Background: an optimization exercise with open tools, aiming at small area, a short achievable clock period and few clock cycles. Do not read the settings as production practice.
Where RTL was checked, it was by simulation tests only, not by an equivalence proof against the original.
For runs 4 and 5, only the layout was checked, not whether the RTL still works.
Power is estimated from default activity; no workload was simulated.

==> flow/design.v <==
module cqsm_codec (
  input             clk,
  input             rst,           
  input             cmd_valid,
  output reg        cmd_ready,
  input      [1:0]  cmd_op,        
  input      [23:0] cmd_arg,
  input      [3:0]  cfg_kh,
  input      [3:0]  cfg_ks,
  input      [3:0]  cfg_kv,
  input      [8:0]  cfg_nh,
  input      [8:0]  cfg_ns,
  input      [8:0]  cfg_nv,
  input      [7:0]  cfg_gmin,
  input             pix_valid,
  output reg        pix_ready,
  input      [23:0] pix_hsv,
  output reg        res_valid,
  output reg [2:0]  res_err,
  output reg [8:0]  res_info,
  output reg [23:0] res_hsv,
  output reg [7:0]  res_sym,
  output reg [7:0]  res_mg
);
  localparam OP_CONFIG = 2'd0;
  localparam OP_ENC    = 2'd1;
  localparam OP_DEC    = 2'd2;
  localparam OP_CELL   = 2'd3;
  localparam E_OK    = 3'd0;
  localparam E_NOCFG = 3'd2;
  localparam E_QCFG  = 3'd5;
  localparam E_GUARD = 3'd6;
  localparam S_IDLE  = 4'd0;
  localparam S_EXEC  = 4'd1;
  localparam S_ACC   = 4'd2;
  localparam S_ALAST = 4'd3;
  localparam S_DIV   = 4'd4;
  localparam S_DDIV  = 4'd7;
  localparam S_DRES  = 4'd8;
  localparam S_MUL   = 4'd9;
  localparam S_ERES  = 4'd10;
  localparam S_SHIFT = 4'd11;
  localparam S_CST   = 4'd12;
  localparam S_CSTEP = 4'd13;
  localparam S_CEND  = 4'd14;
  localparam S_VERD  = 4'd15;
  reg [3:0]  state;
  reg [1:0]  opr;
  reg [23:0] p;                
  reg        cfgv;
  reg [11:0] kc;               
  reg [38:0] np;               
  reg [3:0]  cnt;
  reg [71:0] acc;              
  reg f_eld, f_stp, f_mul, f_dvm, f_dvl;
  wire [15:0] n   = res_hsv[15:0];
  wire [15:0] rem = {res_info[7:0], res_mg};
  reg [1:0]  ch;
  reg [4:0]  frac;
  reg        fa, fb, anyz;
  wire cmd_fire = cmd_valid && cmd_ready;
  wire pix_fire = pix_valid && pix_ready;
  wire [3:0] kh = kc[3:0];
  wire [3:0] ks = kc[7:4];
  wire [3:0] kv = kc[11:8];
  function [3:0] kmask;
    input [3:0] k;
    case (k[2:0])
      3'd0: kmask = 4'b0000;
      3'd1: kmask = 4'b0001;
      3'd2: kmask = 4'b0011;
      3'd3: kmask = 4'b0111;
      default: kmask = 4'b1111;
    endcase
  endfunction
  function [3:0] dec_c4;
    input [4:0] n5;
    reg   [5:0] m;
    begin
      m = n5[4] ? (6'd32 - {1'b0, n5}) : {1'b0, n5};
      dec_c4 = 4'd15 - m[4:1];
    end
  endfunction
  wire [7:0]  esym = p[7:0];
  wire [7:0]  e_sv = esym >> kv;
  wire [7:0]  e_sh = esym >> (kv + ks);
  wire [11:0] eidx = {esym[3:0] & kmask(kv), e_sv[3:0] & kmask(ks), e_sh[3:0] & kmask(kh)};
  wire        f_ini  = cmd_fire && cmd_op[1];
  reg  [71:0] acc_nx;
  wire [11:0] didx;            
  wire [23:0] elvl;            
  wire [23:0] mean_nx;         
  genvar g;
  generate
    for (g = 0; g < 3; g = g + 1) begin : g_ch
      wire [15:0] R    = acc[24*g+8 +: 16];
      wire [7:0]  L    = acc[24*g +: 8];
      wire [12:0] npc  = np[13*g +: 13];
      wire [3:0]  kcc  = kc[4*g +: 4];
      wire [15:0] dvs  = f_dvm ? n : {3'd0, npc};
      wire [7:0]  pg   = p[8*g +: 8];
      wire [7:0]  lo   = {1'b0, acc[24*g +: 7]} + {1'b0, pg[6:0]};
      wire [17:0] bhi  = f_stp ? ~{2'd0, dvs} : {17'd0, pg[7]};
      wire [17:0] hi   = {1'b0, acc[24*g+7 +: 17]} + bhi + {17'd0, f_stp | lo[7]};
      wire        cmt  = f_mul ? L[7] : ~hi[17];
      wire [7:0]  lnx  = {L[6:0], cmt};
      wire [15:0] rnx  = cmt ? hi[15:0] : {R[14:0], f_mul | L[7]};
      wire [23:0] addv = {hi[16:0], lo[6:0]};
      wire [3:0]  ei   = eidx[4*g +: 4];
      wire [3:0]  c4   = dec_c4(npc[4:0]);
      always @(*) begin
        if (f_ini)
          acc_nx[24*g +: 24] = {9'd0, cmd_op[0] ? cmd_arg[15:1] : {cmd_arg[8*g +: 8], c4, 3'd0}};
        else if (f_eld)
          acc_nx[24*g +: 24] = {16'hFFFF, ei, 1'b1, 3'b000};
        else if (f_dvl)
          acc_nx[24*g +: 24] = {9'd0, lnx, c4, 3'd0};
        else if (f_stp)
          acc_nx[24*g +: 24] = {rnx, lnx};
        else
          acc_nx[24*g +: 24] = addv;
      end
      assign mean_nx[8*g +: 8] = lnx;
      wire [3:0] mk   = kmask(kcc);
      assign didx[4*g +: 4] = (L[4] || (L[3:0] & ~mk) != 4'd0) ? mk : L[3:0];
      assign elvl[8*g +: 8] = ~R[12:5];
    end
  endgenerate
  wire [3:0] ksv = ks + kv;
  wire [7:0] dsym = ({4'd0, didx[3:0]} << ksv) | ({4'd0, didx[7:4]} << kv) | {4'd0, didx[11:8]};
  function kbig;                
    input [3:0] k;
    kbig = k[3] | (k[2] & (k[1] | k[0]));
  endfunction
  function nbig;                
    input [8:0] nn;
    nbig = nn[8] & (nn[7:0] != 8'd0);
  endfunction
  function nsmall;              
    input [8:0] nn;
    input [3:0] k;
    nsmall = (nn[8:4] == 5'd0) && ((nn[3:0] & ~kmask(k)) == 4'd0);
  endfunction
  wire [3:0] cbits = {1'b0, kh[2:0]} + {1'b0, ks[2:0]} + {1'b0, kv[2:0]};
  wire [8:0] nh0 = np[8:0];
  wire [8:0] ns0 = np[21:13];
  wire [8:0] nv0 = np[34:26];
  reg  [8:0] ck_info;
  reg        ck_bad;
  always @(*) begin
    ck_bad  = 1'b1;
    ck_info = 9'h000;
    if      (kbig(kh))                           ck_info = 9'h001;
    else if (kbig(ks))                           ck_info = 9'h011;
    else if (kbig(kv))                           ck_info = 9'h021;
    else if (cbits == 4'd0 || cbits > 4'd8)      ck_info = 9'h002;
    else if (nbig(nh0))                          ck_info = 9'h003;
    else if (nsmall(nh0, kh))                    ck_info = 9'h004;
    else if (nbig(ns0))                          ck_info = 9'h013;
    else if (nsmall(ns0, ks))                    ck_info = 9'h014;
    else if (nbig(nv0))                          ck_info = 9'h023;
    else if (nsmall(nv0, kv))                    ck_info = 9'h024;
    else                                         ck_bad  = 1'b0;
  end
  wire [3:0]  sk   = (ch == 2'd0) ? kh : (ch == 2'd1) ? ks : kv;
  wire [12:0] snp  = (ch == 2'd0) ? np[12:0] : (ch == 2'd1) ? np[25:13] : np[38:26];
  wire [7:0]  s_mb = snp[12:5];
  wire [7:0]  s_ma = snp[12:5] - {7'd0, ~snp[4]};
  wire [7:0]  geff = (res_hsv[7:0] == 8'd0) ? 8'd1 : res_hsv[7:0];
  wire [7:0]  s_cm = anyz ? s_ma : s_mb;
  wire [3:0]  m4   = snp[3:0];
  wire [3:0]  km   = kmask(sk);
  wire [5:0]  s_sum = {1'b0, frac} + {1'b0, m4, 1'b0};
  wire        s_fail = s_sum[5] ? fb : fa;
  reg [3:0] state_nx;
  always @(*) begin
    state_nx = state;
    case (state)
      S_IDLE:  if (cmd_fire) begin
        if (cmd_op == OP_CONFIG)   state_nx = S_EXEC;
        else if (!cfgv)            state_nx = S_IDLE;
        else if (cmd_op == OP_ENC) state_nx = S_EXEC;
        else if (cmd_op == OP_DEC) state_nx = S_DDIV;
        else                       state_nx = S_ACC;
      end
      S_EXEC:  begin
        if (opr == OP_CONFIG)      state_nx = ck_bad ? S_IDLE : S_SHIFT;
        else                       state_nx = S_MUL;
      end
      S_ACC:   if (pix_fire && rem == 16'd1) state_nx = S_ALAST;
      S_ALAST: state_nx = S_DIV;
      S_DIV:   if (cnt == 4'd7) state_nx = S_DDIV;
      S_DDIV:  if (cnt == 4'd4) state_nx = S_DRES;
      S_DRES:  state_nx = S_IDLE;
      S_MUL:   if (cnt == 4'd4) state_nx = S_ERES;
      S_ERES:  state_nx = S_IDLE;
      S_SHIFT: if (cnt == 4'd3) state_nx = S_CST;
      S_CST:   state_nx = (kmask(sk) == 4'd0) ? S_CEND : S_CSTEP;
      S_CSTEP: if (cnt == km) state_nx = S_CEND;
      S_CEND:  state_nx = (ch == 2'd2) ? S_VERD : S_CST;
      S_VERD:  state_nx = S_IDLE;
      default: state_nx = S_IDLE;
    endcase
  end
  always @(posedge clk) begin
    if (rst) begin
      state     <= S_IDLE;
      cmd_ready <= 1'b1;
      pix_ready <= 1'b0;
      res_valid <= 1'b0;
      cfgv      <= 1'b0;
      f_eld <= 1'b0; f_stp <= 1'b0;
      f_mul <= 1'b0; f_dvm <= 1'b0; f_dvl <= 1'b0;
    end else begin
      state     <= state_nx;
      cmd_ready <= (state_nx == S_IDLE);
      pix_ready <= (state_nx == S_ACC);
      res_valid <= ((state_nx == S_IDLE) && (state != S_IDLE)) ||
                   (cmd_fire && cmd_op != OP_CONFIG && !cfgv);
      f_eld <= cmd_fire && (cmd_op == OP_ENC);
      f_stp <= (state_nx == S_DIV) || (state_nx == S_DDIV) || (state_nx == S_MUL);
      f_mul <= (state_nx == S_MUL);
      f_dvm <= (state_nx == S_DIV);
      f_dvl <= (state == S_DIV && cnt == 4'd6);
      if (state == S_EXEC && opr == OP_CONFIG)
        cfgv <= 1'b0;
      if (state == S_VERD && res_err == E_OK)
        cfgv <= 1'b1;
    end
  end
  integer c;
  always @(posedge clk) begin
    acc     <= acc_nx;
    res_sym <= dsym;
    if (pix_ready)
      p <= pix_valid ? pix_hsv : 24'd0;
    else if (cmd_fire && cmd_op == OP_ENC)
      p <= cmd_arg;
    else
      p <= 24'd0;
    if (cmd_ready)
      opr <= cmd_op;
    if (cmd_fire && cmd_op == OP_CONFIG) begin
      kc      <= {cfg_kv, cfg_ks, cfg_kh};
      np      <= {4'd0, cfg_nv, 4'd0, cfg_ns, 4'd0, cfg_nh};
    end
    if (f_dvl)
      res_hsv <= mean_nx;
    case (state)
      S_IDLE: if (cmd_fire) begin
        res_info      <= 9'd0;
        res_err       <= (cmd_op != OP_CONFIG && !cfgv) ? E_NOCFG : E_OK;
        res_hsv[15:0] <= (cmd_op == OP_CONFIG) ? {8'd0, cfg_gmin} : cmd_arg[15:0];
        cnt           <= 4'd0;
        if (cmd_op == OP_CELL && cfgv)
          {res_info[7:0], res_mg} <= cmd_arg[15:0];
      end
      S_EXEC: begin
        cnt    <= 4'd0;
        res_mg <= 8'd255;
        if (opr == OP_CONFIG && ck_bad) begin
          res_err  <= E_QCFG;
          res_info <= ck_info;
        end
      end
      S_ALAST: cnt <= 4'd0;
      S_ACC: if (pix_fire) {res_info[7:0], res_mg} <= rem - 16'd1;
      S_DIV: cnt <= (cnt == 4'd7) ? 4'd0 : cnt + 4'd1;
      S_DDIV: cnt <= cnt + 4'd1;
      S_MUL: cnt <= cnt + 4'd1;
      S_ERES: res_hsv <= elvl;
      S_SHIFT: begin
        for (c = 0; c < 3; c = c + 1)
          if ({1'b0, cnt[1:0]} + kc[4*c +: 3] < 3'd4)
            np[13*c +: 13] <= {np[13*c +: 12], 1'b0};
        cnt <= cnt + 4'd1;
        if (cnt == 4'd3)
          ch <= 2'd0;
      end
      S_CST: begin
        frac <= snp[4:0];
        fa   <= (s_ma < geff);
        fb   <= (s_mb < geff);
        anyz <= 1'b0;
        cnt  <= 4'd1;
      end
      S_CSTEP: begin
        frac <= s_sum[4:0];
        if (!s_sum[5]) anyz <= 1'b1;
        if (s_fail && res_err == E_OK) begin
          res_err  <= E_GUARD;
          res_info <= {1'b0, cnt, 2'b00, ch};
        end
        cnt <= cnt + 4'd1;
      end
      S_CEND: begin
        if (km != 4'd0 && s_cm < res_mg)
          res_mg <= s_cm;
        ch <= ch + 2'd1;
      end
      default: ;
    endcase
  end
endmodule
==> flow/flow/run.sh <==
#!/bin/bash
set -euo pipefail
bash standard.sh SETUP_SLACK_MARGIN=9.5 finish > make_finish.log 2>&1
==> flow/standard.sh <==
#!/bin/bash
# synth_recipe.tcl (not shown) runs the flow's synth.tcl, then flattens the netlist and writes it again
# the make line also repeats each setting of config.mk as NAME=value (left out here)
make -C /OpenROAD-flow-scripts/flow DESIGN_CONFIG=/design/flow/config.mk WORK_HOME=/design/flow/orfs CLKGATE_MAP_FILE= SYNTH_SCRIPT=/design/flow/synth_recipe.tcl "${@:-finish}"
==> flow/config.mk <==
export PLATFORM = sky130hd
export DESIGN_NAME = cqsm_codec
export DESIGN_NICKNAME = cqsm_codec
export VERILOG_FILES = /design/flow/design.v
export SDC_FILE = /design/flow/constraint.sdc
export NUM_CORES = 4
export LEC_CHECK = 0
export CAP_MARGIN = 20
export CORE_MARGIN = 2
export CORE_UTILIZATION = 40
export SLEW_MARGIN = 20
==> flow/constraint.sdc <==
create_clock -name core_clock -period 13.5 [get_ports {clk}]
set_input_delay 2.7000 -clock core_clock [delete_from_list [all_inputs] [get_ports {clk}]]
set_output_delay 2.7000 -clock core_clock [all_outputs]
set_load 0.01 [all_outputs]
==> summary.md, run 1 <==
| Metric | Value |
|---|---|
| Min Tclk post-route | ~4.1 ns |
| P_sw | 1.012 mW |
| DRC Markers | 0 |
| Antenna violations before repair | 3 |
| Status | complete, no violations |
| Yosys cell types | 105 |
| First-pass GRT wire length | between 100 and 150 mm |
| Drt pass-1 iters | 6 |
| Total track usage | 0.3026 |
| Post-Synth XOR/XNOR Area | 0.04815 |
| Starting Density | 0.4054 |
| Seq cells post-synth | between 200 and 250 |
| Pre-CTS setup slack | between 7 and 8 ns |
| DRT Wirelength | slightly above 70 mm |
| Comb pwr share | 0.323 |
| F_max | between 200 and 250 MHz |
| Die width | 212.9 um |
| Area post-placement | between 0.015 and 0.02 mm^2 |
| Synthesized area | around 0.017 mm^2 |
| 1st-iter DRT viols | around 1800 |
| Vias in the first global route | 16898 |
| Final WS setup | 9.447 ns |
| Reg power frac | 0.373 |
| Pins over their slew limit | 0 |
| Worst r2r path cells | 13 |
| Maximum vdd drop | around 0.094 mV |
| Inst Count DP | 2741 |
| Routed length per instance | 24.51 um |
| Start point of the worst hold path | np[25] |
| CP endpoint kind | flip-flop |
| Final setup violating endpoints | 0 |
| # rows | 76 |
| Synth Area in Compound Gates | 0.2757 |
| Sw Ratio | 0.3718 |
| Finished Layout Cells | around 2900 |
| Synth Area in Adders | 0.1023 |
| Worst setup path class | in2reg |
| RePlAce Congestion | slightly below 1 |
| Normalized max-slew margin | 0.1999 |
| Clock share of power | 0.304 |
| Largest net degree at the start of global routing | 58 |
| Measured slew at the worst slew-check pin | between 1 and 1.5 ns |
| Synthesized Nets | ~2300 |
| Mean Syn Cell Area | slightly above 8 um^2 |
| Crit path DAT | 4.52 ns |
| Slack of the worst reg-to-reg path | 9.49 ns |
| Worst skew pair latency | 0.58 ns |
| Period utilization | 0.3002 |
| Worst R2R Start | f_stp |
| Largest fanout on the critical path | 8 |
| Design area | 0.02199 mm^2 |
| Post-Synth Simple-Gate Area | 0.1552 |
| CP startpoint kind | input port |
| Die area | 0.04535 mm^2 |
| Dominant synthesized flop cell | dfxtp_1 |
| Clk buf depth | 3 |
| Hold WC Path Type | reg2reg |
| Reg2reg end | acc[63] |
| Share of post-route cells with drive strength above 1 | 0.1592 |
| CTS buffer count | 28 |
| Ys Warns | 1 |
| Nets@finish | 2523 |
| WP data required | between 10 and 15 ns |
| Multiplexer area fraction after synthesis | 0.07810 |
| Area grow syn2layout | 25.95% |
| RSZ-0062 raised after global routing | true |
| Final Hold Fails | 0 |
| Clk sink count | around 230 |
| Die Ht | 212.9 um |
| GRT Residual Overflow | 0 |
| Number of synthesized flops with an enable pin | 54 |
| Seq. cell area | ~0.0051 mm^2 |
| Root Driver | clkbuf_16 |
| PD cells | around 120 mW/mm^2 |
| Multi-input logic area | about 0.012 mm^2 |
| Pint | 1.710 mW |
| Worst Hold Slack | a little under 0.5 ns |
| Via density | about 6 |
| PortBufs | roughly 150 |
| Post-route ant nets | 0 |
| Hold path depth | 2 |
| Max-Cap Viols | 0 |
| Asr flop ratio synth | 0 |
| Hold Path End | np[25] |
| Fillers | a little over 4000 |
| Vias | 17809 |
| DPL Wire Length | around 51 mm |
| Largest family of logic cells by synthesized area | compound AO/OA/AOI/OAI gates |
| Setup_tns | 0 ns |
| CTS H-tree depth | 1 |
| Clk pin slew, worst setup/hold paths | around 0.06 ns |
| # IOs | between 150 and 200 |
| Worst clock skew | ~0.019 ns |
| Seq/Total Area, Yosys | 0.2900 |
| Leakage | 8.863 nW |
| Synth Instances | about 2100 |
| Core ar. | ~0.043 mm^2 |
| CTS tree | yes |
## kinds of logic (layout without fill, tap and decap cells)
| family | count (synthesis) | in the layout |
|---|---|---|
| buffers and inverters | 217 | 420 |
| adder cells (fa/ha/maj) | 134 | 134 |
| XOR/XNOR | 96 | 96 |
| other | 1 | 3 |
| AND/OR/NAND/NOR | 578 | 578 |
| flip-flops | 226 | 226 |
| AO/OA/AOI/OAI | 727 | 727 |
| multiplexers | 129 | 129 |
## critical path, stage by stage
cell,delay (ns)
buf_8,0.10
buf_12,0.14
inv_16,0.06
ha_4,0.15
nor3_4,0.04
and3b_2,0.24
a2111oi_4,0.31
o41ai_2,0.15
a21oi_2,0.24
nor3_1,0.10
a211o_1,0.26
## cells in the final DEF, fill, tap and decap left out, drive strengths merged, types with 15 or more instances in the layout
cell,count
mux2i,110
nand3,43
o221ai,22
nor2b,25
o21ai,172
clkbuf,48
dlygate4sd2,38
clkdlybuf4s50,96
edfxtp,54
ha,118
a31oi,16
nor3,44
a21o,35
dfxtp,172
inv,90
a211oi,29
xor2,28
o31ai,17
fa,15
a22o,24
o211ai,31
mux2,15
nand2,213
xnor2,68
buf,121
o21a,28
nand2b,18
a21oi,211
nand4,15
nor2,145
## worst max path at each step
stage	from	end	slack, ns	cells after the start
after floorplan	cmd_op[0]	f_stp	9.40	9
after global placement	cmd_op[1]	np[21]	8.08	7
after detailed placement	cmd_op[1]	np[3]	7.94	7
after CTS	f_stp	acc[63]	9.32	13
after global routing	acc[49]	acc[71]	9.32	19
final	cmd_op[0]	f_stp	9.45	11
## layer usage
metal / GRT usage / wire, um / share of wire
met1: 0.4010 / 28980 / 0.41
met2: 0.4808 / 31800 / 0.45
met3: 0.05368 / 6836 / 0.096
met4: 0.1350 / 3385 / 0.048
met5: 0 / 22 / 0.00031
## stage by stage
| stage | util | power, mW |
|---|---|---|
| 2_1_floorplan | - | 1.483 |
| 3_3_place_gp | 0.4506 | 1.803 |
| 3_5_place_dp | 0.4506 | 1.819 |
| 4_1_cts | 0.4931 | 2.659 |
| 5_1_grt | 0.5105 | 2.833 |
| 6_report | 0.5106 | 2.721 |
## timing repair
item	CTS	global route
hold buffers	0	0
endpoints found under the setup margin	203	101
pin swaps	31	65
buffers inserted	49	49
gates resized for setup	193	88
cloned	4	1
## power by group through the flow
| stage | Clock [mW] | Combinational (mW) | Sequential, mW |
|---|---|---|---|
| floorplan | 0 | 0.575 | 0.908 |
| global placement | 0 | 0.783 | 1.02 |
| detailed placement | 0 | 0.799 | 1.02 |
| CTS | 0.827 | 0.825 | 1.01 |
| global route | 0.854 | 0.963 | 1.02 |
| finish | 0.828 | 0.880 | 1.01 |
## flip-flops by register name, summed over array words and instances (netlist names), 8 cells and up
register,cells
res_mg,8
res_info,8
kc,12
res_sym,8
res_hsv,24
p,24
acc,72
np,39
## area by class of cell
cell class                      instances  area share
Antenna cell                            2   0.0002275
Clock buffer                           45     0.04170
Timing Repair inverter                  2   0.0006826
Multi-Input combinational cell       1665      0.5506
Tap cell                              585     0.03328
Inverter                               92     0.01803
Clock inverter                          7    0.004266
Timing Repair Buffer                  274      0.1174
Sequential cell                       226      0.2339
## cell usage after synthesis (9+ instances only)
cell type,n,area (um^2)
a211o_1,11,96.34
a211oi_1,27,202.7
a21o_1,35,262.8
a21oi_1,208,1041
a22o_1,24,210.2
a22oi_1,12,90.09
a31oi_1,16,100.1
and2_1,11,68.82
and3_1,10,62.56
buf_1,13,48.80
buf_2,24,120.1
clkbuf_1,83,311.6
dfxtp_1,172,3443
edfxtp_1,54,1622
fa_1,15,300.3
ha_1,118,1476
inv_1,87,326.6
mux2_2,15,168.9
mux2i_1,109,1091
nand2_1,213,799.5
nand2b_1,18,112.6
nand3_1,43,215.2
nand4_1,15,93.84
nor2_1,145,544.3
nor2b_1,25,156.4
nor3_1,42,210.2
nor4_1,10,62.56
o211ai_1,31,232.7
o21a_1,28,210.2
o21ai_0,146,730.7
o21ai_1,23,115.1
o21bai_1,14,105.1
o221ai_1,22,192.7
o22ai_1,13,81.33
o31ai_1,12,90.09
or3_1,9,56.30
xnor2_1,68,595.6
xor2_1,28,245.2
Testbench counts, summed over its fixed seeds: cycles 123,116.
==> run 2, diff against run 1 <==
==> flow/flow/run.sh (replaced) <==
#!/bin/bash
set -euo pipefail
bash standard.sh SETUP_SLACK_MARGIN=9.7 finish > make_finish.log 2>&1
==> run 2 against run 1 <==
Net effect:
- still clean on timing, DRC and antenna
- core utilization increased by 1.4 points
- first-iteration DRC count increased by 2.9%
- cell count increased by 1.6%
- final area increased by 2.8%
- synthesized cell count unchanged
- register-to-register slack improved by 0.13 ns
- largest cell class unchanged
- largest power group unchanged
==> summary.md, run 2 <==
| Metric | Value |
|---|---|
| # IOs | 156 (unchanged) |
| Most flops, register | acc |
| CP startpoint kind | input port |
| CTS buffer count | 28 (unchanged) |
| Seq cells post-synth | 226 (unchanged) |
| Number of synthesized flops with an enable pin | 54 (unchanged) |
| Synthesized Nets | 2342 (unchanged) |
| Main area contributors after synthesis | dfxtp_1 (20%), edfxtp_1 (9.3%), ha_1 (8.5%), mux2i_1 (6.2%), a21oi_1 (6.0%) |
| Die width | 212.9 um (unchanged) |
| Clk sink count | 226 (unchanged) |
| Synth Instances | 2108 (unchanged) |
| Final WS setup | 9.548 ns (+0.1011 ns) |
| Largest net degree at the start of global routing | 58 (unchanged) |
| Pins over their slew limit | 0 (unchanged) |
| Maximum vdd drop | 0.07885 mV (-16%) |
| Normalized max-slew margin | 0.2704 (+0.07051) |
| Hold path depth | 2 (unchanged) |
| Reg power frac | 0.363 (-0.010) |
| Commonest non-fill, non-tap cell in the layout | nand2_1 |
| Setup_tns | 0 ns (unchanged) |
| Worst R2R Start | acc[1] |
| Area grow syn2layout | 29.43% |
| Worst r2r path cells | 19 (+6) |
| Top cell type's share of synthesized area | 0.1972 (unchanged) |
| Largest register FFs | 72 (unchanged) |
| Crit path DAT | 4.42 ns (-0.10 ns) |
| Clk pin slew, worst setup/hold paths | 0.07 ns (about the same) |
| Total track usage | 0.3077 (+0.005059) |
| Seq/Total Area, Yosys | 0.2900 (unchanged) |
| Hold Buf Count CTS | 0 (unchanged) |
| Largest fanout on the critical path | 6 (-2) |
| Top flop regs | acc: 72 flops, np: 39 flops |
| Dominant synthesized flop cell | dfxtp_1 |
| RSZ-0062 raised after global routing | true |
| Area leader, netlist | dfxtp_1 |
| P_sw | 1.040 mW (+2.8%) |
| CTS H-tree depth | 1 (unchanged) |
| Vias | 18097 (+1.6%) |
| Clk buf depth | 3 (unchanged) |
| Antenna violations before repair | 2 (-1) |
| DRC Markers | 0 (unchanged) |
| Ys Warns | 1 (unchanged) |
| GRT Residual Overflow | 0 (unchanged) |
| Leakage | 9.164 nW (+3.4%) |
| RePlAce Congestion | 0.9640 (-0.47%) |
| WP data required | 13.97 ns (about the same) |
| CP endpoint kind | flip-flop |
| Period utilization | 0.2927 (-0.007486) |
| Worst-path cell chain | buf_2 -> inv_6 -> ha_4 -> buf_4 -> a21oi_2 -> o21ai_1 -> a211oi_2 -> o2111a_2 -> nor4b_4 -> a211o_1 |
| Min Tclk post-route | 3.952 ns (-0.1011 ns) |
| Asr flop ratio synth | 0 (unchanged) |
| Synth top cells by count | nand2_1 (213), a21oi_1 (208), dfxtp_1 (172) |
| Top Family by Delay on Critical Path | compound AO/OA/AOI/OAI gates |
| Fillers | 4024 (-0.52%) |
| PortBufs | 154 (unchanged) |
| Yosys cell types | 105 (unchanged) |
| Final setup violating endpoints | 0 (unchanged) |
| Max-Cap Viols | 0 (unchanged) |
| Pre-CTS setup slack | 7.948 ns (+0.009670 ns) |
| Die area | 0.04535 mm^2 (unchanged) |
| Routed length per instance | 24.66 um (+0.64%) |
| Slack of the worst reg-to-reg path | 9.62 ns (+0.13 ns) |
| Buf/Inv on CP | 3 (unchanged) |
| PD cells | 123.1 mW/mm^2 (-0.51%) |
| Final Hold Fails | 0 (unchanged) |
| First-pass GRT wire length | 104.9 mm (+1.2%) |
| Synthesized area | 0.01746 mm^2 (unchanged) |
| Starting Density | 0.4054 (unchanged) |
| Pint | 1.742 mW (+1.9%) |
| Share of post-route cells with drive strength above 1 | 0.2159 (+0.05662) |
| Crit-path slowest cell | o2111a_2 |
| Start point of the worst hold path | np[12] |
| Vias in the first global route | 17023 (+0.74%) |
| Mean Syn Cell Area | 8.284 um^2 (unchanged) |
| Nets@finish | 2570 (+1.9%) |
| Most common cell in the netlist | nand2_1 |
| Drt pass-1 iters | 6 (unchanged) |
| Multi-input logic area | 0.01249 mm^2 (+3.1%) |
| Worst skew pair latency | 0.58 ns (about the same) |
| Most frequent cells in the layout | nand2_1 (209), a21oi_1 (182), nor2_1 (138) |
| Status | complete, no violations |
| # rows | 76 (unchanged) |
| Measured slew at the worst slew-check pin | 1.084 ns (-0.1066 ns) |
| Die Ht | 212.9 um (unchanged) |
| Seq. cell area | 0.005189 mm^2 (+0.88%) |
| Root Driver | clkbuf_16 |
| DRT Wirelength | 72.61 mm (+2.2%) |
| Sw Ratio | 0.3738 (+0.002017) |
| Worst clock skew | 0.02177 ns (+0.002428 ns) |
| Worst setup path class | in2reg |
| CTS tree | yes |
| CP peak stage delay | 0.37 ns (+0.06 ns) |
| Post-route ant nets | 0 (unchanged) |
| Comb pwr share | 0.338 (+0.015) |
| DPL Wire Length | 51.36 mm (+0.35%) |
| F_max | 253.1 MHz (+2.6%) |
| Clock share of power | 0.299 (-0.005) |
| Core ar. | 0.04308 mm^2 (unchanged) |
| Hold Path End | np[12] |
| Reg2reg end | acc[17] |
| 1st-iter DRT viols | 1825 (+2.9%) |
| Hold WC Path Type | reg2reg |
| Via density | 6.147 (about the same) |
[run 2: final cells by class]
cell class,count,share of cell area
multi-input combinational,1668,0.5526
clock buffer,35,0.03631
inverter,92,0.01694
clock inverter,17,0.008414
timing repair buffer,318,0.1231
timing repair inverter,2,0.0006643
antenna,1,0.0001107
tap,585,0.03238
sequential,226,0.2296
[run 2: worst register-to-register path: stages, from the launching register on]
cell and delay [ns]:
dfxtp_4 0.35, ha_4 0.23, a21o_1 0.16, a21oi_2 0.18, o21bai_1 0.10, a21oi_2 0.18
o21bai_1 0.11, a211oi_2 0.31, fa_2 0.31, inv_2 0.05, fa_2 0.39, a211oi_2 0.26
o21ai_2 0.13, buf_4 0.16, a21oi_2 0.14, nor2b_1 0.07, o21ai_1 0.17, a21oi_2 0.10
a221oi_2 0.26, o21ai_1 0.11
[run 2: how the worst max path moves through the flow]
stage                         start       to  slack [ns]  cells after the start
final                     cmd_op[1]    f_stp        9.55                     10
after global routing          p[17]  acc[70]        9.43                     18
after CTS                     p[17]  acc[70]        9.45                     18
after detailed placement  cmd_op[1]  acc[56]        7.95                      8
after global placement    cmd_op[1]  acc[56]        8.13                      8
after floorplan           cmd_op[0]    f_stp        9.40                      9
[run 2: kinds of logic (layout without fill, tap and decap cells)]
kind of cell             count (synthesis)  after routing  synth area share
AND/OR/NAND/NOR                        578            581            0.1552
XOR/XNOR                                96             96           0.04815
adder cells (fa/ha/maj)                134            134            0.1023
flip-flops                             226            226            0.2900
buffers and inverters                  217            464           0.05030
AO/OA/AOI/OAI                          727            727            0.2757
multiplexers                           129            129           0.07810
other                                    1              2         0.0002147
[run 2: per-stage QoR]
step / cells / power (mW) / util / hold slack, ns / cell area, um^2
6_report: 2944 / 2.782 / 0.5247 / 0.4949 / 22600
4_1_cts: 2896 / 2.708 / 0.5033 / 0.4931 / 21680
3_3_place_gp: 2742 / 1.810 / 0.4530 / 0.4754 / 19510
2_1_floorplan: 2108 / 1.489 / - / 0.4484 / 17680
3_5_place_dp: 2742 / 1.823 / 0.4530 / 0.4830 / 19510
5_1_grt: 2943 / 2.894 / 0.5247 / 0.5118 / 22600
[run 2: layer usage]
layer  global-route usage  vias up  part of all wire
met5                    0        -          0.000096
met4               0.1579        2             0.060
met3              0.05545      213             0.093
met2               0.4898     1040              0.45
met1               0.3986     8591              0.40
li1                     -     8251                 -
[run 2: timing repair]
| action | CTS | global route |
|---|---|---|
| pin swaps | 66 | 98 |
| buffers inserted | 98 | 42 |
| cloned | 4 | 5 |
| resized for setup | 395 | 124 |
| setup endpoints to repair | 251 | 112 |
[run 2: power by group through the flow]
stage	Sequential, mW	Combinational, mW	Clock [mW]
floorplan	0.908	0.580	0
global placement	1.02	0.790	0
detailed placement	1.02	0.804	0
CTS	0.999	0.872	0.837
global route	1.01	1.02	0.863
finish	1.01	0.942	0.832
==> run 3, diff against run 2 <==
==> flow/flow/run.sh (replaced) <==
#!/bin/bash
set -euo pipefail
bash standard.sh SETUP_SLACK_MARGIN=9.7 "BUFFER_PORTS_ARGS=-buffer_cell sky130_fd_sc_hd__buf_2" finish > make_finish.log 2>&1
==> run 3 against run 2 <==
Net effect:
- largest cell class unchanged
- critical path depth rose by 8
- combinational power fell by 3.4%
- global-route usage fell by 0.12 points
- via count fell by 0.14%
- total power fell by 3.3%
- die area did not move
==> summary.md, run 3 <==
| Metric | Value |
|---|---|
| Pre-CTS setup slack | 8.075 ns (+0.1268 ns) |
| Clk buf depth | 3 (unchanged) |
| Drt pass-1 iters | 8 (+2) |
| Worst setup path class | reg2reg |
| Antenna violations before repair | 2 (unchanged) |
| Vias in the first global route | 16856 (-0.98%) |
| Final setup violating endpoints | 0 (unchanged) |
| Reg power frac | 0.375 (+0.012) |
| Yosys cell types | 105 (unchanged) |
| Final Hold Fails | 0 (unchanged) |
| Starting Density | 0.4054 (unchanged) |
| Nets@finish | 2559 (-0.43%) |
| Pint | 1.667 mW (-4.3%) |
| Commonest non-fill, non-tap cell in the layout | nand2_1 |
| DRC Markers | 0 (unchanged) |
| Multi-input logic area | 0.01237 mm^2 (-0.96%) |
| Main area contributors after synthesis | dfxtp_1 (20%), edfxtp_1 (9.3%), ha_1 (8.5%), mux2i_1 (6.2%), a21oi_1 (6.0%) |
| WP data required | 14.02 ns (+0.05 ns) |
| Fin util | 0.5054 (-0.01931) |
| Hold WC Path Type | reg2reg |
| CTS H-tree depth | 1 (unchanged) |
| Seq. cell area | 0.005189 mm^2 (unchanged) |
| Area leader, netlist | dfxtp_1 |
| CTS buffer count | 29 (+3.6%) |
| Synth top cells by count | nand2_1 (213), a21oi_1 (208), dfxtp_1 (172) |
| Ys Warns | 1 (unchanged) |
| GRT Residual Overflow | 0 (unchanged) |
| Crit path DAT | 4.50 ns (+0.08 ns) |
| Final WS setup | 9.518 ns (-0.03011 ns) |
| Routed length per instance | 24.67 um (about the same) |
| Min Tclk post-route | 3.982 ns (+0.03011 ns) |
| Dominant synthesized flop cell | dfxtp_1 |
| Clk sink count | 226 (unchanged) |
| Slack of the worst reg-to-reg path | 9.52 ns (-0.10 ns) |
| PD cells | 123.6 mW/mm^2 (+0.45%) |
| Post-route ant nets | 0 (unchanged) |
| Top cell type's share of synthesized area | 0.1972 (unchanged) |
| Top flop regs | acc: 72 flops, np: 39 flops |
| Root Driver | clkbuf_16 |
| Status | complete, no violations |
| Reg2reg end | acc[70] |
| RePlAce Congestion | 0.9421 (-2.3%) |
| Mean Syn Cell Area | 8.284 um^2 (unchanged) |
| Die width | 212.9 um (unchanged) |
| F_max | 251.2 MHz (-0.76%) |
| Seq/Total Area, Yosys | 0.2900 (unchanged) |
| # rows | 76 (unchanged) |
| Max-Cap Viols | 0 (unchanged) |
| Worst Hold Slack | 0.4946 ns (-0.0003560 ns) |
| 1st-iter DRT viols | 1869 (+2.4%) |
| Fillers | 4141 (+2.9%) |
| Most frequent cells in the layout | nand2_1 (208), a21oi_1 (185), buf_2 (143) |
| DRT Wirelength | 72.36 mm (-0.34%) |
| Leakage | 8.977 nW (-2.0%) |
| Area grow syn2layout | 24.67% |
| Area post-placement | 0.01876 mm^2 (-3.9%) |
| Die area | 0.04535 mm^2 (unchanged) |
| Most common cell in the netlist | nand2_1 |
| Synthesized area | 0.01746 mm^2 (unchanged) |
| P_sw | 1.025 mW (-1.4%) |
| Clk pin slew, worst setup/hold paths | 0.06 ns (about the same) |
| First-pass GRT wire length | 104.5 mm (-0.40%) |
| Seq cells post-synth | 226 (unchanged) |
| Synthesized Nets | 2342 (unchanged) |
| Via density | 6.161 (+0.23%) |
| Worst R2R Start | p[17] |
| PortBufs | 154 (unchanged) |
| Period utilization | 0.2949 (+0.002230) |
| Total track usage | 0.3065 (-0.001210) |
| Core ar. | 0.04308 mm^2 (unchanged) |
| Largest register FFs | 72 (unchanged) |
| CTS tree | yes |
| Worst clock skew | 0.01567 ns (-0.006097 ns) |
| Largest net degree at the start of global routing | 58 (unchanged) |
| Asr flop ratio synth | 0 (unchanged) |
| Setup_tns | 0 ns (unchanged) |
| Normalized max-slew margin | 0.2244 (-0.04605) |
| # IOs | 156 (unchanged) |
| Synth Instances | 2108 (unchanged) |
| Most flops, register | acc |
| Maximum vdd drop | 0.1008 mV (+28%) |
| Crit path capture | acc[70] |
| Clock share of power | 0.287 (-0.012) |
| Pins over their slew limit | 0 (unchanged) |
| RSZ-0062 raised after global routing | true |
| Worst r2r path cells | 18 (-1) |
| Worst skew pair latency | 0.59 ns (about the same) |
| Largest fanout on the critical path | 2 (-4) |
| Number of synthesized flops with an enable pin | 54 (unchanged) |
| Design area | 0.02177 mm^2 (-3.7%) |
| Crit. Startpoint | p[17] |
| Comb pwr share | 0.338 (about the same) |
| CP endpoint kind | flip-flop |
| Measured slew at the worst slew-check pin | 1.153 ns (+0.06845 ns) |
| CP startpoint kind | flip-flop |
| Die Ht | 212.9 um (unchanged) |
| Share of post-route cells with drive strength above 1 | 0.2436 (+0.02775) |
| N_diodes | 0 (-1) |
| Hold Buf Count CTS | 0 (unchanged) |
| Vias | 18071 (-0.14%) |
| DPL Wire Length | 51.83 mm (+0.91%) |
| Sw Ratio | 0.3808 (+0.007035) |
run 3: metal layers:
metal	up-vias	share of wire	track usage
li1	8235	-	-
met1	8643	0.41	0.4073
met2	992	0.45	0.4987
met3	199	0.092	0.04339
met4	2	0.047	0.1264
met5	-	0.00012	0
run 3: logic make-up (layout without fill, tap and decap cells):
logic type | after synthesis | in the layout | share of synthesized area
adder cells (fa/ha/maj) | 134 | 134 | 0.1023
flip-flops | 226 | 226 | 0.2900
AND/OR/NAND/NOR | 578 | 579 | 0.1552
other | 1 | 1 | 0.0002147
multiplexers | 129 | 129 | 0.07810
XOR/XNOR | 96 | 96 | 0.04815
AO/OA/AOI/OAI | 727 | 727 | 0.2757
buffers and inverters | 217 | 456 | 0.05030
run 3: through the flow:
stage          power (mW)  cells
3_3_place_gp        1.770   2744
4_1_cts             2.621   2878
2_1_floorplan       1.489   2108
5_1_grt             2.806   2933
6_report            2.692   2933
3_5_place_dp        1.784   2744
run 3: power by group through the flow:
| stage | registers, mW | clock network, mW | logic (mW) |
|---|---|---|---|
| floorplan | 0.908 | 0 | 0.580 |
| CTS | 1.00 | 0.775 | 0.844 |
| global placement | 1.02 | 0 | 0.753 |
| global route | 1.01 | 0.800 | 0.993 |
| finish | 1.01 | 0.773 | 0.910 |
| detailed placement | 1.02 | 0 | 0.767 |
run 3: worst min path at each step:
stage,start,slack [ns],endpoint,depth (start not counted)
after floorplan,np[38],0.45,np[38],2
after global placement,np[25],0.46,np[25],2
after detailed placement,np[25],0.49,np[25],2
after CTS,np[25],0.49,np[25],2
after global routing,np[25],0.53,np[25],2
final,np[25],0.49,np[25],2
run 3: timing repair:
| action | CTS | global route |
|---|---|---|
| gates cloned | 4 | 2 |
| setup buffers | 76 | 52 |
| endpoints found under the setup margin | 226 | 128 |
| resized for setup | 157 | 103 |
| pin swaps | 59 | 80 |
run 3: layout make-up:
cell class,instances,share of cell area
Timing Repair Buffer,308,0.09937
Timing Repair inverter,2,0.0006897
Multi-Input combinational cell,1666,0.5682
Inverter,92,0.01759
Clock buffer,43,0.03851
Tap cell,585,0.03362
Clock inverter,11,0.003736
Sequential cell,226,0.2383
run 3: critical path, stage by stage (launching register included):
cell	delay [ns]
dfxtp_2	0.34
ha_4	0.23
a21o_1	0.16
a21oi_2	0.17
o21ai_1	0.11
a21oi_2	0.17
o21bai_1	0.11
a211oi_2	0.26
fa_2	0.27
inv_2	0.04
fa_2	0.36
a211oi_4	0.26
o21ai_2	0.09
a31o_2	0.25
a221o_1	0.33
a31oi_1	0.21
xor2_1	0.11
or3_1	0.37
nand3_1	0.08
==> run 4, diff against run 3 <==
--- a/flow/design.v
+++ b/flow/design.v
@@ -172,36 +172,36 @@
   wire [3:0]  km   = kmask(sk);
   wire [5:0]  s_sum = {1'b0, frac} + {1'b0, m4, 1'b0};
   wire        s_fail = s_sum[5] ? fb : fa;
-  reg [3:0] state_nx;
+  reg [3:0] state_nb;          
   always @(*) begin
-    state_nx = state;
+    state_nb = state;
     case (state)
-      S_IDLE:  if (cmd_fire) begin
-        if (cmd_op == OP_CONFIG)   state_nx = S_EXEC;
-        else if (!cfgv)            state_nx = S_IDLE;
-        else if (cmd_op == OP_ENC) state_nx = S_EXEC;
-        else if (cmd_op == OP_DEC) state_nx = S_DDIV;
-        else                       state_nx = S_ACC;
-      end
       S_EXEC:  begin
-        if (opr == OP_CONFIG)      state_nx = ck_bad ? S_IDLE : S_SHIFT;
-        else                       state_nx = S_MUL;
+        if (opr == OP_CONFIG)      state_nb = ck_bad ? S_IDLE : S_SHIFT;
+        else                       state_nb = S_MUL;
       end
-      S_ACC:   if (pix_fire && rem == 16'd1) state_nx = S_ALAST;
-      S_ALAST: state_nx = S_DIV;
-      S_DIV:   if (cnt == 4'd7) state_nx = S_DDIV;
-      S_DDIV:  if (cnt == 4'd4) state_nx = S_DRES;
-      S_DRES:  state_nx = S_IDLE;
-      S_MUL:   if (cnt == 4'd4) state_nx = S_ERES;
-      S_ERES:  state_nx = S_IDLE;
-      S_SHIFT: if (cnt == 4'd3) state_nx = S_CST;
-      S_CST:   state_nx = (kmask(sk) == 4'd0) ? S_CEND : S_CSTEP;
-      S_CSTEP: if (cnt == km) state_nx = S_CEND;
-      S_CEND:  state_nx = (ch == 2'd2) ? S_VERD : S_CST;
-      S_VERD:  state_nx = S_IDLE;
-      default: state_nx = S_IDLE;
+      S_ACC:   if (pix_valid && rem == 16'd1) state_nb = S_ALAST;
+      S_ALAST: state_nb = S_DIV;
+      S_DIV:   if (cnt == 4'd7) state_nb = S_DDIV;
+      S_DDIV:  if (cnt == 4'd4) state_nb = S_DRES;
+      S_DRES:  state_nb = S_IDLE;
+      S_MUL:   if (cnt == 4'd4) state_nb = S_ERES;
+      S_ERES:  state_nb = S_IDLE;
+      S_SHIFT: if (cnt == 4'd3) state_nb = S_CST;
+      S_CST:   state_nb = (kmask(sk) == 4'd0) ? S_CEND : S_CSTEP;
+      S_CSTEP: if (cnt == km) state_nb = S_CEND;
+      S_CEND:  state_nb = (ch == 2'd2) ? S_VERD : S_CST;
+      S_VERD:  state_nb = S_IDLE;
+      default: state_nb = S_IDLE;
     endcase
   end
+  wire a_cfg   = cmd_valid && (cmd_op == OP_CONFIG);
+  wire a_nocfg = cmd_valid && (cmd_op != OP_CONFIG) && !cfgv;
+  wire a_enc   = cmd_valid && (cmd_op == OP_ENC) && cfgv;
+  wire a_dec   = cmd_valid && (cmd_op == OP_DEC) && cfgv;
+  wire a_cell  = cmd_valid && (cmd_op == OP_CELL) && cfgv;
+  wire [3:0] state_ni = (a_cfg || a_enc) ? S_EXEC : a_dec ? S_DDIV : a_cell ? S_ACC : S_IDLE;
+  wire nb_idle = (state_nb == S_IDLE);
   always @(posedge clk) begin
     if (rst) begin
       state     <= S_IDLE;
@@ -212,15 +212,24 @@
       f_eld <= 1'b0; f_stp <= 1'b0;
       f_mul <= 1'b0; f_dvm <= 1'b0; f_dvl <= 1'b0;
     end else begin
-      state     <= state_nx;
-      cmd_ready <= (state_nx == S_IDLE);
-      pix_ready <= (state_nx == S_ACC);
-      res_valid <= ((state_nx == S_IDLE) && (state != S_IDLE)) ||
-                   (cmd_fire && cmd_op != OP_CONFIG && !cfgv);
+      if (cmd_ready) begin
+        state     <= state_ni;
+        cmd_ready <= !cmd_valid || a_nocfg;
+        pix_ready <= a_cell;
+        res_valid <= a_nocfg;
+        f_stp     <= a_dec;
+        f_mul     <= 1'b0;
+        f_dvm     <= 1'b0;
+      end else begin
+        state     <= state_nb;
+        cmd_ready <= nb_idle;
+        pix_ready <= (state_nb == S_ACC);
+        res_valid <= nb_idle;
+        f_stp     <= (state_nb == S_DIV) || (state_nb == S_DDIV) || (state_nb == S_MUL);
+        f_mul     <= (state_nb == S_MUL);
+        f_dvm     <= (state_nb == S_DIV);
+      end
       f_eld <= cmd_fire && (cmd_op == OP_ENC);
-      f_stp <= (state_nx == S_DIV) || (state_nx == S_DDIV) || (state_nx == S_MUL);
-      f_mul <= (state_nx == S_MUL);
-      f_dvm <= (state_nx == S_DIV);
       f_dvl <= (state == S_DIV && cnt == 4'd6);
       if (state == S_EXEC && opr == OP_CONFIG)
         cfgv <= 1'b0;
==> flow/flow/run.sh (replaced) <==
#!/bin/bash
set -euo pipefail
bash standard.sh SETUP_SLACK_MARGIN=9.7 finish > make_finish.log 2>&1
==> run 4 against run 3 <==
Net effect:
- fmax is 4.8% lower
- flip-flop and latch count stayed put
- area after synthesis is 1.8% lower
- cell count is 1.3% lower
- clock-buffer cell count is 1 lower
- register-to-register slack worse by 0.20 ns
- core utilization is 2.5 points higher
- total power is 5.5% lower
- global-route usage is 1.6 points higher
- die area is 1.8% lower
- critical path type unchanged
- largest power group unchanged
- highest routed layer is now met4
==> summary.md, run 4 <==
| Metric | Value |
|---|---|
| Top flop regs | acc: 72 flops, np: 39 flops |
| Fin util | 0.5305 (+0.02505) |
| Main area contributors after synthesis | dfxtp_1 (20%), edfxtp_1 (9.5%), ha_1 (8.3%), mux2i_1 (6.9%), o21ai_0 (6.0%) |
| Via density | 6.281 (+2.0%) |
| # IOs | 156 (unchanged) |
| Leakage | 9.106 nW (+1.4%) |
| First-pass GRT wire length | 108.6 mm (+3.9%) |
| WP data required | 13.94 ns (-0.08 ns) |
| Maximum vdd drop | 0.08274 mV (-18%) |
| Clock share of power | 0.306 (+0.019) |
| CP peak stage delay | 0.35 ns (-0.02 ns) |
| Vias in the first global route | 17400 (+3.2%) |
| Largest net degree at the start of global routing | 61 (+5.2%) |
| Starting Density | 0.4069 (+0.001493) |
| Clk pin slew, worst setup/hold paths | 0.06 ns (about the same) |
| Most common cell in the netlist | nand2_1 |
| DRC Markers | 0 (unchanged) |
| Worst-path cell chain | ha_4 -> a21o_1 -> a21oi_2 -> o21bai_1 -> a21oi_2 -> nor2b_2 -> o21a_1 -> nor3_4 -> fa_2 -> inv_2 -> fa_2 -> a211o_1 -> o211ai_1 -> a211oi_2 -> o31a_1 -> o41ai_2 -> xor2_1 -> nor2_1 -> a21oi_1 -> o221ai_1 |
| Largest register FFs | 72 (unchanged) |
| Final Hold Fails | 0 (unchanged) |
| DRT Wirelength | 73.74 mm (+1.9%) |
| Worst skew pair latency | 0.58 ns (about the same) |
| Yosys cell types | 87 (-17%) |
| Die width | 211.0 um (-0.90%) |
| Hold Buf Count CTS | 0 (unchanged) |
| Min Tclk post-route | 4.184 ns (+0.2028 ns) |
| Status | complete, no violations |
| Die area | 0.04453 mm^2 (-1.8%) |
| 1st-iter DRT viols | 2145 (+15%) |
| Multi-input logic area | 0.01229 mm^2 (-0.63%) |
| Pint | 1.607 mW (-3.6%) |
| Antenna violations before repair | 0 (-2) |
| P_sw | 0.9365 mW (-8.6%) |
| Drt pass-1 iters | 7 (-1) |
| Seq cells post-synth | 226 (unchanged) |
| Worst setup path class | reg2reg |
| Clk sink count | 226 (unchanged) |
| Sw Ratio | 0.3682 (-0.01262) |
| GRT Residual Overflow | 0 (unchanged) |
| Setup_tns | 0 ns (unchanged) |
| Normalized max-slew margin | 0.2994 (+0.07506) |
| CTS tree | yes |
| Dominant synthesized flop cell | dfxtp_1 |
| F_max | 239.0 MHz (-4.8%) |
| Buf/Inv on CP | 1 (unchanged) |
| Pins over their slew limit | 0 (unchanged) |
| Seq. cell area | 0.005186 mm^2 (about the same) |
| Area grow syn2layout | 30.37% |
| Nets@finish | 2565 (+0.23%) |
| PD cells | 113.8 mW/mm^2 (-8.0%) |
| Synth Instances | 2090 (-0.85%) |
| CP endpoint kind | flip-flop |
| Period utilization | 0.3100 (+0.01503) |
| Synthesized area | 0.01714 mm^2 (-1.8%) |
| Ys Warns | 1 (unchanged) |
| Synth top cells by count | nand2_1 (206), o21ai_0 (205), a21oi_1 (197) |
| Most flops, register | acc |
| DPL Wire Length | 51.93 mm (+0.19%) |
| Root Driver | clkbuf_16 |
| Most frequent cells in the layout | nand2_1 (195), o21ai_0 (174), a21oi_1 (170) |
| Clk buf depth | 3 (unchanged) |
| Worst clock skew | 0.01638 ns (+0.0007059 ns) |
| Fillers | 3919 (-5.4%) |
| Area leader, netlist | dfxtp_1 |
| Largest fanout on the critical path | 3 (+1) |
| Comb pwr share | 0.309 (-0.029) |
| Final setup violating endpoints | 0 (unchanged) |
| Reg power frac | 0.385 (+0.010) |
| Total track usage | 0.3229 (+0.01643) |
| Crit path DAT | 4.63 ns (+0.13 ns) |
| Vias | 18191 (+0.66%) |
| Die Ht | 211.0 um (-0.90%) |
| Commonest non-fill, non-tap cell in the layout | nand2_1 |
| Routed length per instance | 25.46 um (+3.2%) |
| CTS buffer count | 29 (unchanged) |
| Share of post-route cells with drive strength above 1 | 0.2130 (-0.03063) |
| Asr flop ratio synth | 0 (unchanged) |
| CTS H-tree depth | 1 (unchanged) |
| Number of synthesized flops with an enable pin | 54 (unchanged) |
| Top cell type's share of synthesized area | 0.2008 (+0.003670) |
| RePlAce Congestion | 0.9762 (+3.6%) |
| CP startpoint kind | flip-flop |
| Pwr Total | 2.543 mW (-5.5%) |
| Post-route ant nets | 0 (unchanged) |
| Synthesized Nets | 2320 (-0.94%) |
| Mean Syn Cell Area | 8.203 um^2 (-0.98%) |
| Hold WC Path Type | reg2reg |
| RSZ-0062 raised after global routing | true |
| N_diodes | 0 (unchanged) |
| Seq/Total Area, Yosys | 0.2954 (+0.005398) |
| # rows | 75 (-1.3%) |
| Top Family by Delay on Critical Path | compound AO/OA/AOI/OAI gates |
| Measured slew at the worst slew-check pin | 1.044 ns (-0.1084 ns) |
| Max-Cap Viols | 0 (unchanged) |
| PortBufs | 154 (unchanged) |
| Crit-path slowest cell | dfxtp_4 |
| Core ar. | 0.04213 mm^2 (-2.2%) |
-- run 4: cell count changes after synthesis, sizes merged, moves of 8 or more --
cell | before | now
a21oi | 211 | 197
a31oi | 16 | 25
buf | 42 | 19
clkbuf | 83 | 97
inv | 91 | 83
mux2i | 110 | 118
nand3 | 43 | 35
nor2 | 145 | 157
nor2b | 25 | 33
o211ai | 31 | 17
o21ai | 172 | 206
-- run 4: stage by stage --
| stage | area (um^2) | setup WS (ns) | hold slack (ns) | cells |
|---|---|---|---|---|
| CTS | 21580 | 9.314 | 0.4896 | 2859 |
| detailed placement | 19190 | 7.428 | 0.4802 | 2693 |
| floorplan | 17270 | 9.365 | 0.4484 | 2090 |
| finish | 22350 | 9.316 | 0.4889 | 2896 |
| global route | 22350 | 9.141 | 0.5330 | 2896 |
| global placement | 19180 | 7.507 | 0.4712 | 2692 |
-- run 4: final cells by class --
class / instances / share of cell area
clock inverters: 11 / 0.003919
well taps: 539 / 0.03017
clock buffers: 42 / 0.03734
inverters: 86 / 0.01551
repair buffers: 325 / 0.1300
repair inverters: 3 / 0.001064
multi-input cells: 1664 / 0.5500
flip-flops and latches: 226 / 0.2320
-- run 4: tightest hold or removal path, stage by stage, from the launching register on --
cell	delay [ns]
dfxtp_1	0.33
nand2_1	0.06
o21ai_0	0.06
-- run 4: what timing repair did --
action                                  4_1_cts  5_1_grt
endpoints found under the setup margin      255      135
pin swaps                                    78       81
buffers inserted                            107       36
gates resized for setup                     448      112
gates cloned                                  6        1
-- run 4: path summary, 6_finish.rpt --
kind	endpoint	slack [ns]	startpoint	cells after the start
worst max-delay path	acc[22]	9.32	acc[1]	20
worst min-delay path	np[25]	0.49	np[25]	2
worst max register to register	acc[22]	9.32	acc[1]	20
worst min register to register	np[25]	0.49	np[25]	2
-- run 4: cells by family (layout without fill, tap and decap cells) --
family,Yosys count,count (layout),share of synthesized area
AOI/OAI and AO/OA,736,736,0.2759
xor gates and xnor gates,90,90,0.04598
adders and majority gates,129,129,0.1007
buffers and inverters,202,467,0.04569
DFF,226,226,0.2954
muxes,134,134,0.08203
other,1,1,0.0002187
and+or+nand+nor,572,574,0.1541
-- run 4: routing by layer --
layer	part of all wire	track usage	routed length, um	vias to the layer above
met4	0.058	0.1559	4251	0
li1	-	-	-	8227
met2	0.44	0.5075	32080	1046
met5	0	0	0	-
met3	0.097	0.04832	7187	235
met1	0.41	0.4343	30220	8683
-- run 4: power by group through the flow --
stage | Clock, mW | Combinational [mW] | Sequential (mW)
after floorplan | 0 | 0.474 | 0.886
after global placement | 0 | 0.663 | 0.986
after detailed placement | 0 | 0.676 | 0.987
after CTS | 0.783 | 0.734 | 0.968
after global routing | 0.811 | 0.857 | 0.984
final | 0.777 | 0.787 | 0.980
==> run 5, diff against run 4 <==
--- a/flow/config.mk
+++ b/flow/config.mk
@@ -7,5 +7,5 @@
 export LEC_CHECK = 0
 export CAP_MARGIN = 20
 export CORE_MARGIN = 2
-export CORE_UTILIZATION = 40
+export CORE_UTILIZATION = 60
 export SLEW_MARGIN = 20
==> run 5 against run 4 <==
Net effect:
- still clean on timing, DRC and antenna
- wire length decreased by 0.96%
- combinational power increased by 3.9%
- total power increased by 1.1%
- die area decreased by 33%
- worst hold slack improved by 0.0064 ns
- global-route usage increased by 13 points
- sequential share of layout area about the same
- worst setup slack got worse by 0.013 ns
- cell count decreased by 5.0%
- area after synthesis unchanged
- final area about the same
- critical path depth increased by 8
- critical path type unchanged
- largest power group unchanged
==> summary.md, run 5 <==
| Metric | Value |
|---|---|
| Starting Density | 0.6137 (+0.2068) |
| Synth Area in Adders | 0.1007 (unchanged) |
| Main area contributors after synthesis | dfxtp_1 (20%), edfxtp_1 (9.5%), ha_1 (8.3%), mux2i_1 (6.9%), o21ai_0 (6.0%) |
| Crit-path slowest cell | dfxtp_4 |
| CP endpoint kind | flip-flop |
| Top flop regs | acc: 72 flops, np: 39 flops |
| Max Used Layer | met4 |
| Post-Synth Simple-Gate Area | 0.1541 (unchanged) |
| Most flops, register | acc |
| Antenna violations before repair | 3 (+3) |
| # rows | 61 (-19%) |
| Largest fanout on the critical path | 2 (-1) |
| Metal3 WL | 9.979 mm (+39%) |
| Seq. cell area | 0.005175 mm^2 (-0.22%) |
| Post-route ant nets | 0 (unchanged) |
| Yosys cell types | 87 (unchanged) |
| Final Hold Fails | 0 (unchanged) |
| Pins over their slew limit | 0 (unchanged) |
| Mean Syn Cell Area | 8.203 um^2 (unchanged) |
| Multiplexer area fraction after synthesis | 0.08203 (unchanged) |
| Worst skew pair latency | 0.56 ns (-0.02 ns) |
| Vias | 19475 (+7.1%) |
| Area grow syn2layout | 30.28% (about the same) |
| Crit path top cell by count | buf_6 |
| Clk buf depth | 3 (unchanged) |
| Synthesized Nets | 2320 (unchanged) |
| Synthesized area | 0.01714 mm^2 (unchanged) |
| Design area | 0.02234 mm^2 (about the same) |
| Total track usage | 0.4556 (+0.1327) |
| Post-Synth XOR/XNOR Area | 0.04598 (unchanged) |
| CTS H-tree depth | 1 (unchanged) |
| 1st-iter DRT viols | 2850 (+33%) |
| CTS tree | yes |
| Measured slew at the worst slew-check pin | 1.078 ns (+0.03333 ns) |
| Metal2 WL | 30.96 mm (-3.5%) |
| Clk pin slew, worst setup/hold paths | 0.06 ns (about the same) |
| Final setup violating endpoints | 0 (unchanged) |
| Leakage | 9.246 nW (+1.5%) |
| Largest register FFs | 72 (unchanged) |
| Most common cell in the netlist | nand2_1 |
| PD cells | 115.2 mW/mm^2 (+1.2%) |
| Die Ht | 173.0 um (-18%) |
| Core ar. | 0.02793 mm^2 (-34%) |
| RePlAce Congestion | 1.017 (+4.1%) |
| Period utilization | 0.3110 (+0.0009911) |
| # IOs | 156 (unchanged) |
| Die width | 173.0 um (-18%) |
| Crit path DAT | 4.68 ns (+0.05 ns) |
| Seq cells post-synth | 226 (unchanged) |
| Worst clock skew | 0.01656 ns (+0.0001782 ns) |
| Worst setup path class | reg2reg |
| Maximum vdd drop | 0.1188 mV (+44%) |
| Synth top cells by count | nand2_1 (206), o21ai_0 (205), a21oi_1 (197) |
| Top cell type's share of synthesized area | 0.2008 (unchanged) |
| PortBufs | 154 (unchanged) |
| F_max | 238.2 MHz (-0.32%) |
| Routed length per instance | 26.54 um (+4.2%) |
| Dominant synthesized flop cell | dfxtp_1 |
| Largest net degree at the start of global routing | 60 (-1.6%) |
| Fillers | 1853 (-53%) |
| Seq/Total Area, Yosys | 0.2954 (unchanged) |
| CP peak stage delay | 0.35 ns (about the same) |
| Area post-placement | 0.01897 mm^2 (-1.1%) |
| M1 WL | 26.25 mm (-13%) |
| GRT Residual Overflow | 0 (unchanged) |
| Synth Instances | 2090 (unchanged) |
| Normalized max-slew margin | 0.2763 (-0.02308) |
| Nets@finish | 2582 (+0.66%) |
| Most frequent cells in the layout | nand2_1 (197), o21ai_0 (175), a21oi_1 (168) |
| Via density | 7.077 (+13%) |
| Min Tclk post-route | 4.198 ns (+0.01338 ns) |
| Vias in the first global route | 17856 (+2.6%) |
| Number of synthesized flops with an enable pin | 54 (unchanged) |
| DPL Wire Length | 47.80 mm (-7.9%) |
| Setup_tns | 0 ns (unchanged) |
| DRT Wirelength | 73.03 mm (-0.96%) |
| Synth Area in Compound Gates | 0.2759 (unchanged) |
| Top Family by Delay on Critical Path | buffers and inverters |
| CP startpoint kind | flip-flop |
| Ys Warns | 1 (unchanged) |
| Root Driver | clkbuf_16 |
| Area leader, netlist | dfxtp_1 |
| Multi-input logic area | 0.01236 mm^2 (+0.52%) |
| Die area | 0.02994 mm^2 (-33%) |
| WP data required | 13.99 ns (+0.05 ns) |
| DRC Markers | 0 (unchanged) |
| Share of post-route cells with drive strength above 1 | 0.2188 (+0.005820) |
| Largest family of logic cells by synthesized area | compound AO/OA/AOI/OAI gates |
| Drt pass-1 iters | 7 (unchanged) |
| Asr flop ratio synth | 0 (unchanged) |
| Hold WC Path Type | reg2reg |
| CTS buffer count | 27 (-6.9%) |
| Status | complete, no violations |
| Clk sink count | 226 (unchanged) |
| Max-Cap Viols | 0 (unchanged) |
| Buf/Inv on CP | 19 (+18) |
| First-pass GRT wire length | 106.1 mm (-2.3%) |
| Commonest non-fill, non-tap cell in the layout | nand2_1 |
| RSZ-0062 raised after global routing | true |
## run 5: cell counts after synthesis
No cell type changed its count.
## run 5: layout make-up
| class | count | share of cell area |
|---|---|---|
| multi-input combinational | 1663 | 0.5532 |
| sequential | 226 | 0.2317 |
| timing repair buffer | 344 | 0.1357 |
| clock buffer | 36 | 0.03462 |
| tap | 378 | 0.02118 |
| inverter | 86 | 0.01552 |
| clock inverter | 13 | 0.006330 |
| timing repair inverter | 4 | 0.001569 |
| antenna | 2 | 0.0002241 |
## run 5: per-stage QoR
step / cells / total power, mW / util / hold slack, ns / worst slack (ns)
floorplan: 2090 / 1.361 / - / 0.4484 / 9.365
global placement: 2530 / 1.625 / 0.6791 / 0.4764 / 7.812
detailed placement: 2530 / 1.645 / 0.6791 / 0.4870 / 7.759
CTS: 2709 / 2.459 / 0.7692 / 0.4966 / 9.408
global route: 2751 / 2.650 / 0.7995 / 0.5312 / 9.192
finish: 2752 / 2.572 / 0.7996 / 0.4953 / 9.302
## run 5: worst paths after layout
kind,from,endpoint,slack (ns),cells after the start
worst min-delay path,np[12],np[12],0.50,2
worst max-delay path,acc[1],acc[5],9.30,28
worst min register to register,np[12],np[12],0.50,2
worst max register to register,acc[1],acc[5],9.30,28
## run 5: tightest hold or removal path, stage by stage (launching register included)
cell and delay, ns:
dfxtp_1 0.33, nand2_1 0.06, o21ai_0 0.06
## run 5: repair_timing
item	CTS	global route
setup endpoints to repair	255	142
gates cloned	7	0
setup buffers	123	41
pin swaps	74	78
gates resized for setup	407	140
hold endpoints to repair	0	0
hold buffers	0	0
## run 5: cells by family after synthesis
group	Yosys count
XOR/XNOR	90
AND/OR/NAND/NOR	572
multiplexers	134
flip-flops	226
other	1
AO/OA/AOI/OAI	736
adder cells (fa/ha/maj)	129
buffers and inverters	202
## run 5: per-layer routing
metal | vias to the layer above | global-route usage
li1 | 8253 | -
met1 | 9016 | 0.5838
met2 | 1743 | 0.6968
met3 | 463 | 0.1086
met4 | 0 | 0.2765
met5 | - | 0
## run 5: report_power, final
| group | leakage (nW) | switching (mW) | internal, mW |
|---|---|---|---|
| combinational | 6.83 | 0.454 | 0.364 |
| clock | 0.459 | 0.324 | 0.459 |
| sequential | 1.96 | 0.174 | 0.798 |
| total | 9.25 | 0.952 | 1.62 |

what the ideal ports hide:
In the flow no input, the clock included, has a driving cell. The finished layouts below were timed again as built, in two steps.
Step 1, drivers: a clkbuf_16 drives clk and a buf_2 each remaining input, both assumed.
Step 2 times the ports against the registers' clock, not the clock port: input delays grow and output delays shrink by t, the midpoint of the rising clock arrivals with the driver on.
Slacks: no drivers / after step 1 / after step 2; pairs: no drivers / after step 1.
run	shift t [ns]	slack for setup (ns)	worst hold slack (ns)	worst setup path after step 2	worst slew at a driven data input, ns
run 1	0.633	9.447 / 9.445 / 8.832	0.495 / 0.495 / 0.495	input to register	0.08
run 2	0.628	9.548 / 9.532 / 8.904	0.495 / 0.495 / 0.495	input to register	0.07
run 3	0.642	9.518 / 9.518 / 8.881	0.495 / 0.495 / 0.495	input to register	0.17
run 4	0.627	9.316 / 9.316 / 8.841	0.489 / 0.489 / 0.489	input to register	0.05
run 5	0.611	9.302 / 9.302 / 8.963	0.495 / 0.495 / 0.495	input to register	0.06
After both steps setup and hold are still met in every run listed. For run 2, which loses most, drivers alone change the setup slack by -0.016 ns; drivers and shift together by -0.644 ns.
